This design comes from an exercise in tuning for small area, a short achievable clock period and few clock cycles on the open sky130 flow, not from production work.
Function was checked by simulation only, so behaviour that the tests miss may differ from the original.

==> design.v <==
module hash_copro (
    input  wire        clk,
    input  wire        rst,
    input  wire        host_we,
    input  wire [3:0]  host_waddr,
    input  wire [31:0] host_wdata,
    input  wire [3:0]  host_raddr,
    output reg  [31:0] host_rdata,
    output wire        irq,
    output wire        mem_req,
    output wire [31:0] mem_addr,
    input  wire        mem_ack,
    input  wire [7:0]  mem_rdata
);
    localparam [3:0] OP_PEARSON = 4'h1;
    localparam [3:0] OP_CRC32T  = 4'h2;
    localparam [3:0] OP_CRC32B  = 4'h3;
    localparam [3:0] OP_SDBM    = 4'h4;
    localparam [3:0] OP_FNV1A   = 4'h5;
    localparam [3:0] OP_OAT     = 4'h6;
    localparam [3:0] OP_LOOKUP3 = 4'h7;
    localparam [3:0] OP_MD5     = 4'h8;
    localparam [3:0] E_ILLEGAL_OP = 4'd1;
    localparam [3:0] E_PRECOND    = 4'd2;
    localparam [3:0] E_BUS        = 4'd3;
    localparam [5:0]
        S_IDLE      = 6'd0,
        S_CHECK     = 6'd1,
        S_FETCH     = 6'd2,    
        S_DONE      = 6'd3,    
        S_ERROR     = 6'd4,    
        S_ACC_LOOP  = 6'd5,
        S_ACC_EXEC  = 6'd6,
        S_OAT_FIN   = 6'd7,
        S_CRCT_IDX  = 6'd8,
        S_CRCT_W    = 6'd9,
        S_CRCT_WB   = 6'd10,
        S_CRCT_UPD  = 6'd11,
        S_PE_M0     = 6'd12,
        S_PE_SEED   = 6'd13,
        S_PE_SEEDB  = 6'd14,
        S_PE_LOOP   = 6'd15,
        S_PE_MB     = 6'd16,
        S_PE_RND    = 6'd17,
        S_PE_RNDB   = 6'd18,
        S_L3_LOOP   = 6'd19,
        S_L3_RD     = 6'd20,
        S_L3_RDB    = 6'd21,
        S_L3_ADD    = 6'd22,
        S_L3_MIX    = 6'd23,
        S_L3_FINAL  = 6'd24,
        S_MD_FILL   = 6'd25,
        S_MD_FILLB  = 6'd26,
        S_MD_ROUND  = 6'd27,
        S_MD_ADD    = 6'd28;
    reg        ctrl_ie;
    reg [3:0]  ctrl_op;
    reg        st_busy, st_done, st_err, st_busyerr;
    reg [3:0]  st_errcode;
    reg [1:0]  st_l3path;
    reg [31:0] r_src, r_len, r_seed, r_tbl;
    reg [31:0] r_erraddr;
    reg [31:0] r_res0, r_res1, r_res2, r_res3;
    reg [3:0]  lop;
    reg [31:0] lsrc, llen, lseed, ltbl;
    assign irq = ctrl_ie & (st_done | st_err);
    wire [31:0] status_word = {22'd0, st_l3path, st_errcode, st_busyerr, st_err, st_done, st_busy};
    always @(*) begin
        case (host_raddr)
            4'h0: host_rdata = {24'd0, ctrl_op, 2'b00, ctrl_ie, 1'b0};
            4'h1: host_rdata = status_word;
            4'h2: host_rdata = r_src;
            4'h3: host_rdata = r_len;
            4'h4: host_rdata = r_seed;
            4'h5: host_rdata = r_tbl;
            4'h6: host_rdata = r_erraddr;
            4'h8: host_rdata = r_res0;
            4'h9: host_rdata = r_res1;
            4'hA: host_rdata = r_res2;
            4'hB: host_rdata = r_res3;
            default: host_rdata = 32'd0;
        endcase
    end
    wire wr_ctrl   = host_we && (host_waddr == 4'h0);
    wire start_acc = wr_ctrl && host_wdata[0] && !st_busy;
    wire start_drop = wr_ctrl && host_wdata[0] && st_busy;
    reg [5:0]  state, ret_state;
    reg [31:0] fetch_addr;
    reg [7:0]  rbyte;
    reg [3:0]  err_code;      
    reg [31:0] j;             
    reg [31:0] acc;           
    reg [31:0] tword;         
    reg [1:0]  k4;            
    reg [7:0]  crc_idx;
    reg [7:0]  pe_m0, pe_mb;
    reg [7:0]  pe_h0, pe_h1, pe_h2, pe_h3;
    reg [1:0]  pe_i;
    reg [31:0] l3_a, l3_b, l3_c;
    reg [31:0] l3_n;          
    reg [95:0] l3_buf;        
    reg [3:0]  l3_k;          
    reg [3:0]  l3_cnt;        
    reg [2:0]  l3_step;
    reg        l3_tail;
    reg [511:0] md_blk;       
    reg [33:0]  md_p;         
    reg [33:0]  md_plen;      
    reg [5:0]   md_k;         
    reg [5:0]   md_i;         
    reg [31:0]  md_h0, md_h1, md_h2, md_h3;
    reg [31:0]  md_a, md_b, md_c, md_d;
    assign mem_req  = (state == S_FETCH);
    assign mem_addr = fetch_addr;
    reg [31:0] md_kc;     
    always @(*) begin
        begin
            case (md_i)
                6'd0:  md_kc = 32'hD76AA478; 6'd1:  md_kc = 32'hE8C7B756;
                6'd2:  md_kc = 32'h242070DB; 6'd3:  md_kc = 32'hC1BDCEEE;
                6'd4:  md_kc = 32'hF57C0FAF; 6'd5:  md_kc = 32'h4787C62A;
                6'd6:  md_kc = 32'hA8304613; 6'd7:  md_kc = 32'hFD469501;
                6'd8:  md_kc = 32'h698098D8; 6'd9:  md_kc = 32'h8B44F7AF;
                6'd10: md_kc = 32'hFFFF5BB1; 6'd11: md_kc = 32'h895CD7BE;
                6'd12: md_kc = 32'h6B901122; 6'd13: md_kc = 32'hFD987193;
                6'd14: md_kc = 32'hA679438E; 6'd15: md_kc = 32'h49B40821;
                6'd16: md_kc = 32'hF61E2562; 6'd17: md_kc = 32'hC040B340;
                6'd18: md_kc = 32'h265E5A51; 6'd19: md_kc = 32'hE9B6C7AA;
                6'd20: md_kc = 32'hD62F105D; 6'd21: md_kc = 32'h02441453;
                6'd22: md_kc = 32'hD8A1E681; 6'd23: md_kc = 32'hE7D3FBC8;
                6'd24: md_kc = 32'h21E1CDE6; 6'd25: md_kc = 32'hC33707D6;
                6'd26: md_kc = 32'hF4D50D87; 6'd27: md_kc = 32'h455A14ED;
                6'd28: md_kc = 32'hA9E3E905; 6'd29: md_kc = 32'hFCEFA3F8;
                6'd30: md_kc = 32'h676F02D9; 6'd31: md_kc = 32'h8D2A4C8A;
                6'd32: md_kc = 32'hFFFA3942; 6'd33: md_kc = 32'h8771F681;
                6'd34: md_kc = 32'h6D9D6122; 6'd35: md_kc = 32'hFDE5380C;
                6'd36: md_kc = 32'hA4BEEA44; 6'd37: md_kc = 32'h4BDECFA9;
                6'd38: md_kc = 32'hF6BB4B60; 6'd39: md_kc = 32'hBEBFBC70;
                6'd40: md_kc = 32'h289B7EC6; 6'd41: md_kc = 32'hEAA127FA;
                6'd42: md_kc = 32'hD4EF3085; 6'd43: md_kc = 32'h04881D05;
                6'd44: md_kc = 32'hD9D4D039; 6'd45: md_kc = 32'hE6DB99E5;
                6'd46: md_kc = 32'h1FA27CF8; 6'd47: md_kc = 32'hC4AC5665;
                6'd48: md_kc = 32'hF4292244; 6'd49: md_kc = 32'h432AFF97;
                6'd50: md_kc = 32'hAB9423A7; 6'd51: md_kc = 32'hFC93A039;
                6'd52: md_kc = 32'h655B59C3; 6'd53: md_kc = 32'h8F0CCC92;
                6'd54: md_kc = 32'hFFEFF47D; 6'd55: md_kc = 32'h85845DD1;
                6'd56: md_kc = 32'h6FA87E4F; 6'd57: md_kc = 32'hFE2CE6E0;
                6'd58: md_kc = 32'hA3014314; 6'd59: md_kc = 32'h4E0811A1;
                6'd60: md_kc = 32'hF7537E82; 6'd61: md_kc = 32'hBD3AF235;
                6'd62: md_kc = 32'h2AD7D2BB; default: md_kc = 32'hEB86D391;
            endcase
        end
    end
    reg [4:0] md_s;       
    always @(*) begin
        begin
            case ({md_i[5:4], md_i[1:0]})
                4'b00_00: md_s = 5'd7;  4'b00_01: md_s = 5'd12;
                4'b00_10: md_s = 5'd17; 4'b00_11: md_s = 5'd22;
                4'b01_00: md_s = 5'd5;  4'b01_01: md_s = 5'd9;
                4'b01_10: md_s = 5'd14; 4'b01_11: md_s = 5'd20;
                4'b10_00: md_s = 5'd4;  4'b10_01: md_s = 5'd11;
                4'b10_10: md_s = 5'd16; 4'b10_11: md_s = 5'd23;
                4'b11_00: md_s = 5'd6;  4'b11_01: md_s = 5'd10;
                4'b11_10: md_s = 5'd15; default:  md_s = 5'd21;
            endcase
        end
    end
    wire [31:0] rb32 = {24'd0, rbyte};
    wire [31:0] sdbm_next = rb32 + (acc << 6) + (acc >> 16) - acc;
    wire [31:0] fnv_next  = (acc ^ rb32) * 32'h01000193;
    wire [31:0] oat_t1    = acc + rb32;
    wire [31:0] oat_t2    = oat_t1 + (oat_t1 << 10);
    wire [31:0] oat_next  = oat_t2 ^ (oat_t2 >> 6);
    reg  [31:0] crc_c;      
    integer     crc_b;
    always @(*) begin
        crc_c = {24'd0, acc[7:0] ^ rbyte};
        for (crc_b = 0; crc_b < 8; crc_b = crc_b + 1)
            crc_c = crc_c[0] ? ((crc_c >> 1) ^ 32'hEDB88320) : (crc_c >> 1);
    end
    wire [31:0] crcb_next = (acc >> 8) ^ crc_c;
    wire [31:0] oat_f1    = acc + (acc << 3);
    wire [31:0] oat_f2    = oat_f1 ^ (oat_f1 >> 11);
    wire [31:0] oat_fin   = oat_f2 + (oat_f2 << 15);
    wire [32:0] msg_end   = {1'b0, lsrc} + {1'b0, llen};       
    wire        msg_ovf   = (llen != 32'd0) && (msg_end > 33'h1_0000_0000);
    wire        sent_ovf  = msg_end[32];                        
    wire [32:0] tbl_end_p = {1'b0, ltbl} + 33'd255;
    wire [32:0] tbl_end_c = {1'b0, ltbl} + 33'd1023;
    reg        chk_err;
    reg [3:0]  chk_code;
    always @(*) begin
        chk_err  = 1'b0;
        chk_code = 4'd0;
        case (lop)
            OP_PEARSON: begin
                if (llen == 32'd0) begin chk_err = 1'b1; chk_code = E_PRECOND; end
                else if (msg_ovf || tbl_end_p[32]) begin chk_err = 1'b1; chk_code = E_BUS; end
            end
            OP_CRC32T: begin
                if (msg_ovf || tbl_end_c[32]) begin chk_err = 1'b1; chk_code = E_BUS; end
            end
            OP_CRC32B, OP_SDBM, OP_FNV1A, OP_OAT, OP_MD5: begin
                if (msg_ovf) begin chk_err = 1'b1; chk_code = E_BUS; end
            end
            OP_LOOKUP3: begin
                if (sent_ovf) begin chk_err = 1'b1; chk_code = E_BUS; end
            end
            default: begin chk_err = 1'b1; chk_code = E_ILLEGAL_OP; end
        endcase
    end
    reg [31:0] mx_a, mx_b, mx_c;
    always @(*) begin
        mx_a = l3_a; mx_b = l3_b; mx_c = l3_c;
        case (l3_step)
            3'd0: begin mx_a = l3_a - l3_c; mx_a = mx_a ^ {l3_c[27:0], l3_c[31:28]};  mx_c = l3_c + l3_b; end
            3'd1: begin mx_b = l3_b - l3_a; mx_b = mx_b ^ {l3_a[25:0], l3_a[31:26]};  mx_a = l3_a + l3_c; end
            3'd2: begin mx_c = l3_c - l3_b; mx_c = mx_c ^ {l3_b[23:0], l3_b[31:24]};  mx_b = l3_b + l3_a; end
            3'd3: begin mx_a = l3_a - l3_c; mx_a = mx_a ^ {l3_c[15:0], l3_c[31:16]}; mx_c = l3_c + l3_b; end
            3'd4: begin mx_b = l3_b - l3_a; mx_b = mx_b ^ {l3_a[12:0], l3_a[31:13]}; mx_a = l3_a + l3_c; end
            default: begin mx_c = l3_c - l3_b; mx_c = mx_c ^ {l3_b[27:0], l3_b[31:28]}; mx_b = l3_b + l3_a; end
        endcase
    end
    reg [31:0] fn_a, fn_b, fn_c;
    always @(*) begin
        fn_a = l3_a; fn_b = l3_b; fn_c = l3_c;
        case (l3_step)
            3'd0: fn_c = (l3_c ^ l3_b) - {l3_b[17:0], l3_b[31:18]};
            3'd1: fn_a = (l3_a ^ l3_c) - {l3_c[20:0], l3_c[31:21]};
            3'd2: fn_b = (l3_b ^ l3_a) - {l3_a[6:0], l3_a[31:7]};
            3'd3: fn_c = (l3_c ^ l3_b) - {l3_b[15:0], l3_b[31:16]};
            3'd4: fn_a = (l3_a ^ l3_c) - {l3_c[27:0], l3_c[31:28]};
            3'd5: fn_b = (l3_b ^ l3_a) - {l3_a[17:0], l3_a[31:18]};
            default: fn_c = (l3_c ^ l3_b) - {l3_b[7:0], l3_b[31:8]};
        endcase
    end
    reg [31:0] md_f;
    reg [3:0]  md_g;
    always @(*) begin
        case (md_i[5:4])
            2'd0: begin md_f = (md_b & md_c) | (~md_b & md_d); md_g = md_i[3:0]; end
            2'd1: begin md_f = (md_d & md_b) | (~md_d & md_c); md_g = md_i[3:0] * 4'd5 + 4'd1; end
            2'd2: begin md_f = md_b ^ md_c ^ md_d;             md_g = md_i[3:0] * 4'd3 + 4'd5; end
            default: begin md_f = md_c ^ (md_b | ~md_d);      md_g = md_i[3:0] * 4'd7; end
        endcase
    end
    wire [31:0] md_m    = md_blk[{md_g, 5'd0} +: 32];
    wire [31:0] md_sum  = md_f + md_a + md_kc + md_m;
    wire [31:0] md_newb = md_b + ((md_sum << md_s) | (md_sum >> (6'd32 - {1'b0, md_s})));
    wire [33:0] md_llen34  = {2'b00, llen};
    wire [31:0] md_bitlen  = {llen[28:0], 3'b000};
    wire        md_lastblk = (md_p + 34'd64) >= md_plen;
    reg  [7:0]  md_padbyte;
    always @(*) begin
        if (md_p == md_llen34)
            md_padbyte = 8'h80;
        else if (md_lastblk && md_k == 6'd56) md_padbyte = md_bitlen[7:0];
        else if (md_lastblk && md_k == 6'd57) md_padbyte = md_bitlen[15:8];
        else if (md_lastblk && md_k == 6'd58) md_padbyte = md_bitlen[23:16];
        else if (md_lastblk && md_k == 6'd59) md_padbyte = md_bitlen[31:24];
        else
            md_padbyte = 8'h00;
    end
    wire [31:0] l3_w0 = l3_buf[31:0];
    wire [31:0] l3_w1 = l3_buf[63:32];
    wire [31:0] l3_w2 = l3_buf[95:64];
    always @(posedge clk) begin
        if (rst) begin
            ctrl_ie    <= 1'b0;
            ctrl_op    <= 4'd0;
            st_busy    <= 1'b0;
            st_done    <= 1'b0;
            st_err     <= 1'b0;
            st_busyerr <= 1'b0;
            st_errcode <= 4'd0;
            st_l3path  <= 2'd0;
            r_src      <= 32'd0;
            r_len      <= 32'd0;
            r_seed     <= 32'd0;
            r_tbl      <= 32'd0;
            r_erraddr  <= 32'd0;
            r_res0     <= 32'd0;
            r_res1     <= 32'd0;
            r_res2     <= 32'd0;
            r_res3     <= 32'd0;
            state      <= S_IDLE;
        end else begin
            if (host_we) begin
                case (host_waddr)
                    4'h0: begin
                        if (!host_wdata[0] || !st_busy) begin
                            ctrl_ie <= host_wdata[1];
                            ctrl_op <= host_wdata[7:4];
                        end
                    end
                    4'h1: begin
                        if (host_wdata[1]) st_done    <= 1'b0;
                        if (host_wdata[2]) st_err     <= 1'b0;
                        if (host_wdata[3]) st_busyerr <= 1'b0;
                    end
                    4'h2: r_src  <= host_wdata;
                    4'h3: r_len  <= host_wdata;
                    4'h4: r_seed <= host_wdata;
                    4'h5: r_tbl  <= host_wdata;
                    default: ;
                endcase
            end
            if (start_drop)
                st_busyerr <= 1'b1;
            if (start_acc) begin
                lop        <= host_wdata[7:4];
                lsrc       <= r_src;
                llen       <= r_len;
                lseed      <= r_seed;
                ltbl       <= r_tbl;
                st_busy    <= 1'b1;
                st_done    <= 1'b0;
                st_err     <= 1'b0;
                st_errcode <= 4'd0;
                st_l3path  <= 2'd0;
                r_erraddr  <= 32'd0;
                state      <= S_CHECK;
            end
            case (state)
                S_IDLE: ;
                S_CHECK: begin
                    j <= 32'd0;
                    if (chk_err) begin
                        err_code   <= chk_code;
                        state      <= S_ERROR;
                    end else begin
                        case (lop)
                            OP_PEARSON: state <= S_PE_M0;
                            OP_LOOKUP3: begin
                                l3_a    <= 32'hDEADBEEF + llen + lseed;
                                l3_b    <= 32'hDEADBEEF + llen + lseed;
                                l3_c    <= 32'hDEADBEEF + llen + lseed;
                                l3_n    <= llen;
                                state   <= S_L3_LOOP;
                            end
                            OP_MD5: begin
                                md_h0   <= 32'h67452301;
                                md_h1   <= 32'hEFCDAB89;
                                md_h2   <= 32'h98BADCFE;
                                md_h3   <= 32'h10325476;
                                md_p    <= 34'd0;
                                md_k    <= 6'd0;
                                md_plen <= (((({2'b00, llen} + 34'd8) >> 6) + 34'd1) << 6);
                                state   <= S_MD_FILL;
                            end
                            OP_FNV1A: begin acc <= 32'h811C9DC5; state <= S_ACC_LOOP; end
                            OP_CRC32T, OP_CRC32B: begin acc <= 32'h00FFFFFF; state <= S_ACC_LOOP; end
                            default: begin acc <= 32'd0; state <= S_ACC_LOOP; end
                        endcase
                    end
                end
                S_FETCH: begin
                    if (mem_ack) begin
                        rbyte <= mem_rdata;
                        state <= ret_state;
                    end
                end
                S_ACC_LOOP: begin
                    if (j == llen) begin
                        state <= (lop == OP_OAT) ? S_OAT_FIN : S_DONE;
                    end else begin
                        fetch_addr <= lsrc + j;
                        ret_state  <= (lop == OP_CRC32T) ? S_CRCT_IDX : S_ACC_EXEC;
                        state      <= S_FETCH;
                    end
                end
                S_ACC_EXEC: begin
                    case (lop)
                        OP_SDBM:   acc <= sdbm_next;
                        OP_FNV1A:  acc <= fnv_next;
                        OP_OAT:    acc <= oat_next;
                        default:   acc <= crcb_next;
                    endcase
                    j     <= j + 32'd1;
                    state <= S_ACC_LOOP;
                end
                S_OAT_FIN: begin
                    acc   <= oat_fin;
                    state <= S_DONE;
                end
                S_CRCT_IDX: begin
                    crc_idx <= acc[7:0] ^ rbyte;
                    k4      <= 2'd0;
                    state   <= S_CRCT_W;
                end
                S_CRCT_W: begin
                    fetch_addr <= ltbl + {22'd0, crc_idx, k4};
                    ret_state  <= S_CRCT_WB;
                    state      <= S_FETCH;
                end
                S_CRCT_WB: begin
                    tword[{k4, 3'b000} +: 8] <= rbyte;
                    k4 <= k4 + 2'd1;
                    state <= (k4 == 2'd3) ? S_CRCT_UPD : S_CRCT_W;
                end
                S_CRCT_UPD: begin
                    acc   <= (acc >> 8) ^ tword;
                    j     <= j + 32'd1;
                    state <= S_ACC_LOOP;
                end
                S_PE_M0: begin
                    fetch_addr <= lsrc;
                    ret_state  <= S_PE_SEED;
                    pe_i       <= 2'd0;
                    state      <= S_FETCH;
                end
                S_PE_SEED: begin
                    if (pe_i == 2'd0) pe_m0 <= rbyte;
                    fetch_addr <= ltbl + {24'd0, ((pe_i == 2'd0) ? rbyte : pe_m0) + {6'd0, pe_i}};
                    ret_state  <= S_PE_SEEDB;
                    state      <= S_FETCH;
                end
                S_PE_SEEDB: begin
                    case (pe_i)
                        2'd0: pe_h0 <= rbyte;
                        2'd1: pe_h1 <= rbyte;
                        2'd2: pe_h2 <= rbyte;
                        default: pe_h3 <= rbyte;
                    endcase
                    pe_i  <= pe_i + 2'd1;
                    state <= (pe_i == 2'd3) ? S_PE_LOOP : S_PE_SEED;
                end
                S_PE_LOOP: begin
                    if (j == llen) begin
                        state <= S_DONE;
                    end else begin
                        fetch_addr <= lsrc + j;
                        ret_state  <= S_PE_MB;
                        state      <= S_FETCH;
                    end
                end
                S_PE_MB: begin
                    pe_mb <= rbyte;
                    pe_i  <= 2'd0;
                    state <= S_PE_RND;
                end
                S_PE_RND: begin
                    case (pe_i)
                        2'd0: fetch_addr <= ltbl + {24'd0, pe_h0 ^ pe_mb};
                        2'd1: fetch_addr <= ltbl + {24'd0, pe_h1 ^ pe_mb};
                        2'd2: fetch_addr <= ltbl + {24'd0, pe_h2 ^ pe_mb};
                        default: fetch_addr <= ltbl + {24'd0, pe_h3 ^ pe_mb};
                    endcase
                    ret_state <= S_PE_RNDB;
                    state     <= S_FETCH;
                end
                S_PE_RNDB: begin
                    case (pe_i)
                        2'd0: pe_h0 <= rbyte;
                        2'd1: pe_h1 <= rbyte;
                        2'd2: pe_h2 <= rbyte;
                        default: pe_h3 <= rbyte;
                    endcase
                    pe_i <= pe_i + 2'd1;
                    if (pe_i == 2'd3) begin
                        j     <= j + 32'd1;
                        state <= S_PE_LOOP;
                    end else begin
                        state <= S_PE_RND;
                    end
                end
                S_L3_LOOP: begin
                    l3_buf <= 96'd0;
                    l3_k   <= 4'd0;
                    if (l3_n > 32'd12) begin
                        l3_cnt  <= 4'd12;
                        l3_tail <= 1'b0;
                        state   <= S_L3_RD;
                    end else if (l3_n == 32'd0) begin
                        state   <= S_DONE;
                    end else begin
                        l3_cnt  <= l3_n[3:0];
                        l3_tail <= 1'b1;
                        state   <= S_L3_RD;
                    end
                end
                S_L3_RD: begin
                    if (l3_k == l3_cnt) begin
                        state <= S_L3_ADD;
                    end else begin
                        fetch_addr <= lsrc + j;
                        ret_state  <= S_L3_RDB;
                        state      <= S_FETCH;
                    end
                end
                S_L3_RDB: begin
                    l3_buf[{l3_k, 3'b000} +: 8] <= rbyte;
                    l3_k  <= l3_k + 4'd1;
                    j     <= j + 32'd1;
                    state <= S_L3_RD;
                end
                S_L3_ADD: begin
                    l3_a    <= l3_a + l3_w0;
                    l3_b    <= l3_b + l3_w1;
                    l3_c    <= l3_c + l3_w2;
                    l3_step <= 3'd0;
                    l3_n    <= l3_n - {28'd0, l3_cnt};
                    state   <= l3_tail ? S_L3_FINAL : S_L3_MIX;
                end
                S_L3_MIX: begin
                    l3_a <= mx_a;
                    l3_b <= mx_b;
                    l3_c <= mx_c;
                    l3_step <= l3_step + 3'd1;
                    if (l3_step == 3'd5) state <= S_L3_LOOP;
                end
                S_L3_FINAL: begin
                    l3_a <= fn_a;
                    l3_b <= fn_b;
                    l3_c <= fn_c;
                    l3_step <= l3_step + 3'd1;
                    if (l3_step == 3'd6) state <= S_DONE;
                end
                S_MD_FILL: begin
                    if (md_p < md_llen34) begin
                        fetch_addr <= lsrc + md_p[31:0];
                        ret_state  <= S_MD_FILLB;
                        state      <= S_FETCH;
                    end else begin
                        md_blk[{md_k, 3'b000} +: 8] <= md_padbyte;
                        md_p <= md_p + 34'd1;
                        md_k <= md_k + 6'd1;
                        if (md_k == 6'd63) begin
                            md_a <= md_h0; md_b <= md_h1; md_c <= md_h2; md_d <= md_h3;
                            md_i <= 6'd0;
                            state <= S_MD_ROUND;
                        end
                    end
                end
                S_MD_FILLB: begin
                    md_blk[{md_k, 3'b000} +: 8] <= rbyte;
                    md_p <= md_p + 34'd1;
                    md_k <= md_k + 6'd1;
                    if (md_k == 6'd63) begin
                        md_a <= md_h0; md_b <= md_h1; md_c <= md_h2; md_d <= md_h3;
                        md_i <= 6'd0;
                        state <= S_MD_ROUND;
                    end else begin
                        state <= S_MD_FILL;
                    end
                end
                S_MD_ROUND: begin
                    md_a <= md_d;
                    md_d <= md_c;
                    md_c <= md_b;
                    md_b <= md_newb;
                    md_i <= md_i + 6'd1;
                    if (md_i == 6'd63) state <= S_MD_ADD;
                end
                S_MD_ADD: begin
                    md_h0 <= md_h0 + md_a;
                    md_h1 <= md_h1 + md_b;
                    md_h2 <= md_h2 + md_c;
                    md_h3 <= md_h3 + md_d;
                    state <= (md_p == md_plen) ? S_DONE : S_MD_FILL;
                end
                S_DONE: begin
                    case (lop)
                        OP_PEARSON: begin
                            r_res0 <= {pe_h3, pe_h2, pe_h1, pe_h0};
                            r_res1 <= 32'd0; r_res2 <= 32'd0; r_res3 <= 32'd0;
                        end
                        OP_LOOKUP3: begin
                            r_res0 <= l3_c;
                            r_res1 <= 32'd0; r_res2 <= 32'd0; r_res3 <= 32'd0;
                            st_l3path <= (lsrc[1:0] == 2'b00) ? 2'd3 :
                                         (lsrc[1:0] == 2'b10) ? 2'd2 : 2'd1;
                        end
                        OP_MD5: begin
                            r_res0 <= md_h0; r_res1 <= md_h1;
                            r_res2 <= md_h2; r_res3 <= md_h3;
                        end
                        default: begin
                            r_res0 <= acc;
                            r_res1 <= 32'd0; r_res2 <= 32'd0; r_res3 <= 32'd0;
                        end
                    endcase
                    st_busy <= 1'b0;
                    st_done <= 1'b1;
                    state   <= S_IDLE;
                end
                S_ERROR: begin
                    st_errcode <= err_code;
                    st_err  <= 1'b1;
                    st_busy <= 1'b0;
                    st_done <= 1'b1;
                    state   <= S_IDLE;
                end
                default: state <= S_IDLE;
            endcase
        end
    end
endmodule
==> run.sh <==
#!/bin/bash
# synth_recipe.tcl (not shown) runs the flow's synth.tcl, then flattens the netlist and writes it again
# the make line also repeats each setting of config.mk as NAME=value (left out here)
make -C /OpenROAD-flow-scripts/flow DESIGN_CONFIG=/design/flow/config.mk WORK_HOME=/design/flow/orfs CLKGATE_MAP_FILE= SYNTH_SCRIPT=/design/flow/synth_recipe.tcl finish
==> config.mk <==
export PLATFORM = sky130hd
export DESIGN_NAME = hash_copro
export DESIGN_NICKNAME = hash_copro
export VERILOG_FILES = /design/flow/design.v
export SDC_FILE = /design/flow/constraint.sdc
export NUM_CORES = 4
export LEC_CHECK = 0
export CAP_MARGIN = 20
export CORE_MARGIN = 2
export CORE_UTILIZATION = 30
export PLACE_DENSITY = 0.5
export SLEW_MARGIN = 20
==> constraint.sdc <==
create_clock -name core_clock -period 15.0 [get_ports {clk}]
set_input_delay 3.0000 -clock core_clock [delete_from_list [all_inputs] [get_ports {clk}]]
set_output_delay 3.0000 -clock core_clock [all_outputs]
set_load 0.01 [all_outputs]
==> reports/metrics.cfg <==
[detailed_routing]
dr_total_vias = 126000
routed_via_density = 5.66
drc = 0
wirelength_um = 623000
route.antenna.remaining_nets = 0
dr.pass1.iters = 9
wire_per_inst_um = 28.1
drtIter0Drc = 14400

[logic_synthesis]
async_flop_share_pct = 0
yosys_register_bits = 1725
syn_area_per_cell_um2 = 8.76
synth_ff_type = edfxtp_1
synth.yosys.warnings = 1
synth-edff-count = 1413
synth_top_area_cell = edfxtp_1
synth_common_cells = nand2_1 (1,620), nor2_1 (1,589), a21oi_1 (1,526)
yosysTopAreaCellShare_pct = 30.4
syn_inst = 15900
synth_most_common_cell = nand2_1
yosysUniqueCellTypes = 116
yosysSeqAreaShare_pct = 34.9
synth_area_leaders = edfxtp_1 (30%), ha_1 (10%), a21oi_1 (5.5%)
synth_area_um2 = 140000

[clocking]
cts_buffer_depth = 4
cts-htree-levels = 4
clkSinkCount = 1725
numCtsBuffers = 216
hold_buffers = 0
clk_pin_slew_ns = 0.06
clockRootBuffer = clkbuf_16
postCtsResizedCells = 0
cts_post_setup_buffers_inserted = 0
cts_tree = built
clk_latency_ns = 1.04

[floorplanning]
pin_count = 118
start_util_pct = 30.1
die_w_um = 686
fp.dieH_um = 686
core_region_area_um2 = 464000
rows = 250
dieArea_um2 = 471000

[sta]
worstMarginPinSlew_ns = 1.24
setup_viol_count_final = 0
drv_slew = 0
finalCritPeriodShare_pct = 78.3
grt_setup_unrepaired = no
whs_ns = 0.459
slew-limit-headroom_pct = 17.0
finalSetupTns_ns = 0
max_clock_freq_mhz = 85.1
fin_worst_skew_ns = 0.132
min_period_ns = 11.75
finalHoldViolCount = 0

[flow_run]
maxCapViolations = 0

[placed_design]
io_buffers = 117
gp_congestion = 0.990
place_hpwl_um = 472000

[power]
peakVddDrop_v = 0.0000903
p_leak_nw = 60.5
power.density_nw_per_um2 = 69.0
power.total_mw = 10.8

[critical_path]
path_class = flip-flop to flip-flop
cp-start-kind = flip-flop
critPathArrivalTime_ns = 12.55
worstPathRequired_ns = 15.80
max_stage_delay_ns = 0.80
crit_fanout = 110
slowest_stage = mux4_4
worstSetupEndpointType = flip-flop

[final_layout]
top_regs = md_blk (512), l3_buf (96), md_p (34)
largest_reg_flops = 512
nets = 17200
regMostFlops = md_blk
final_util_pct = 33.7
drive_above_1_share_pct = 6.13
area_delta_synth_final_pct = 11.9

[grt]
grt.overflow.total = 0
grtUsageTotal_pct = 25.4
antenna_found_initial = 81
grt_pass1_vias = 117000
grt_pass1_wl_um = 878000
grt_start_max_net_pins = 199

[worst_hold_path]
hold_class = flip-flop to flip-flop

[status]
status = no timing/DRC/antenna violations

-- path summary, 6_finish.rpt --
kind | end | startpoint | cells after the start | slack, ns
max | md_b[31]$_DFFE_PP_ | md_i[0]$_DFFE_PP_ | 41 | 3.25
min | ltbl[28]$_DFFE_PP_ | r_tbl[28]$_SDFFE_PP0P_ | 0 | 0.46
max reg2reg | md_b[31]$_DFFE_PP_ | md_i[0]$_DFFE_PP_ | 41 | 3.25
min reg2reg | ltbl[28]$_DFFE_PP_ | r_tbl[28]$_SDFFE_PP0P_ | 0 | 0.46
-- cell families after synthesis --
kind of cell	Yosys count	synth area share (%)
XOR/XNOR	1176	7.41
buffers and inverters	1818	4.93
AO/OA/AOI/OAI	4609	20.9
multiplexers	481	3.58
AND/OR/NAND/NOR	4820	15.5
adder cells (fa/ha/maj)	1318	12.8
flip-flops	1725	34.9
other	1	0.00269
-- worst max-delay path: cells and delay by family, from the launching register on --
family / cells / cell delay [ns]
AOI/OAI and AO/OA: 22 / 5.08
and+or+nand+nor: 3 / 0.55
muxes: 3 / 1.48
xor gates and xnor gates: 2 / 0.60
adders and majority gates: 6 / 2.31
buffers and inverters: 5 / 0.69
DFF: 1 / 0.59
-- per-stage QoR --
step	setup slack, ns	area (um^2)	cells
final	3.25	156000	22200
after global routing	2.62	156000	22200
after CTS	3.46	156000	22200
after detailed placement	3.54	149000	21800
after global placement	3.52	149000	21800
after floorplan	0.981	140000	15900
-- report_power, final --
group,switching (mW),internal (mW)
logic,0.0748,0.0298
registers,0.00783,5.11
clock network,2.38,3.18
-- cell usage in the layout, fill, tap and decap left out, types with 117 or more instances in the layout --
cell,n
a211oi_1,318
a21o_1,270
a21oi_1,1522
a22oi_1,293
a31oi_1,144
buf_4,355
clkbuf_16,227
dfxtp_1,311
edfxtp_1,1413
fa_1,183
ha_1,1133
inv_1,950
mux2i_1,406
nand2_1,1606
nand2b_1,180
nand3_1,278
nand4_1,120
nor2_1,1549
nor2b_1,244
nor3_1,276
o211ai_1,117
o21a_1,119
o21ai_0,870
xnor2_1,811
xor2_1,359
-- cell type report --
class	instances	area, um^2
fillers	48300	307000
multi-input cells	12400	84700
flip-flops and latches	1725	48700
well taps	6174	7720
clock buffers	278	6030
repair buffers	480	4000
inverters	971	3640
clock inverters	122	1350
diodes	32	80.1
-- routing by layer --
| metal | wire, um | vias to the layer above | global-route usage, % |
|---|---|---|---|
| li1 | - | 57500 | - |
| met1 | 267000 | 61300 | 34.6 |
| met2 | 272000 | 5520 | 39.5 |
| met3 | 50700 | 1126 | 4.17 |
| met4 | 32500 | 34 | 11.5 |
| met5 | 237 | - | 0 |
Testbench counts, summed over its fixed seeds: cycles 208,390.

what the ideal ports hide:
No port has a modelled driver above. Below, the same layout with a new extraction and two added sets of constraints. Step 1 (the two cells are an assumption about what drives the block):
set clk [get_ports {clk}]
set_driving_cell -lib_cell sky130_fd_sc_hd__clkbuf_16 $clk
set_driving_cell -lib_cell sky130_fd_sc_hd__buf_2 [delete_from_list [all_inputs] $clk]
Step 2 adds t to the input delays and takes it off the output delays; t is the mean of the earliest and latest rising clock arrival at the registers after step 1. Input paths then give back, and output paths get back, about the clock's delay inside the block. Slacks: no drivers / after step 1 / after step 2; pairs: no drivers / after step 1.
t, ns: 1.099
setup slack, ns: 3.249 / 3.249 / 3.249
worst hold slack (ns): 0.459 / 0.459 / 0.459
slew at the worst register clock pin (ns): 0.07 / 0.07
After both steps setup and hold are still met in this run. For this run, drivers alone change the setup slack by 0.000 ns; drivers and shift together by 0.000 ns.
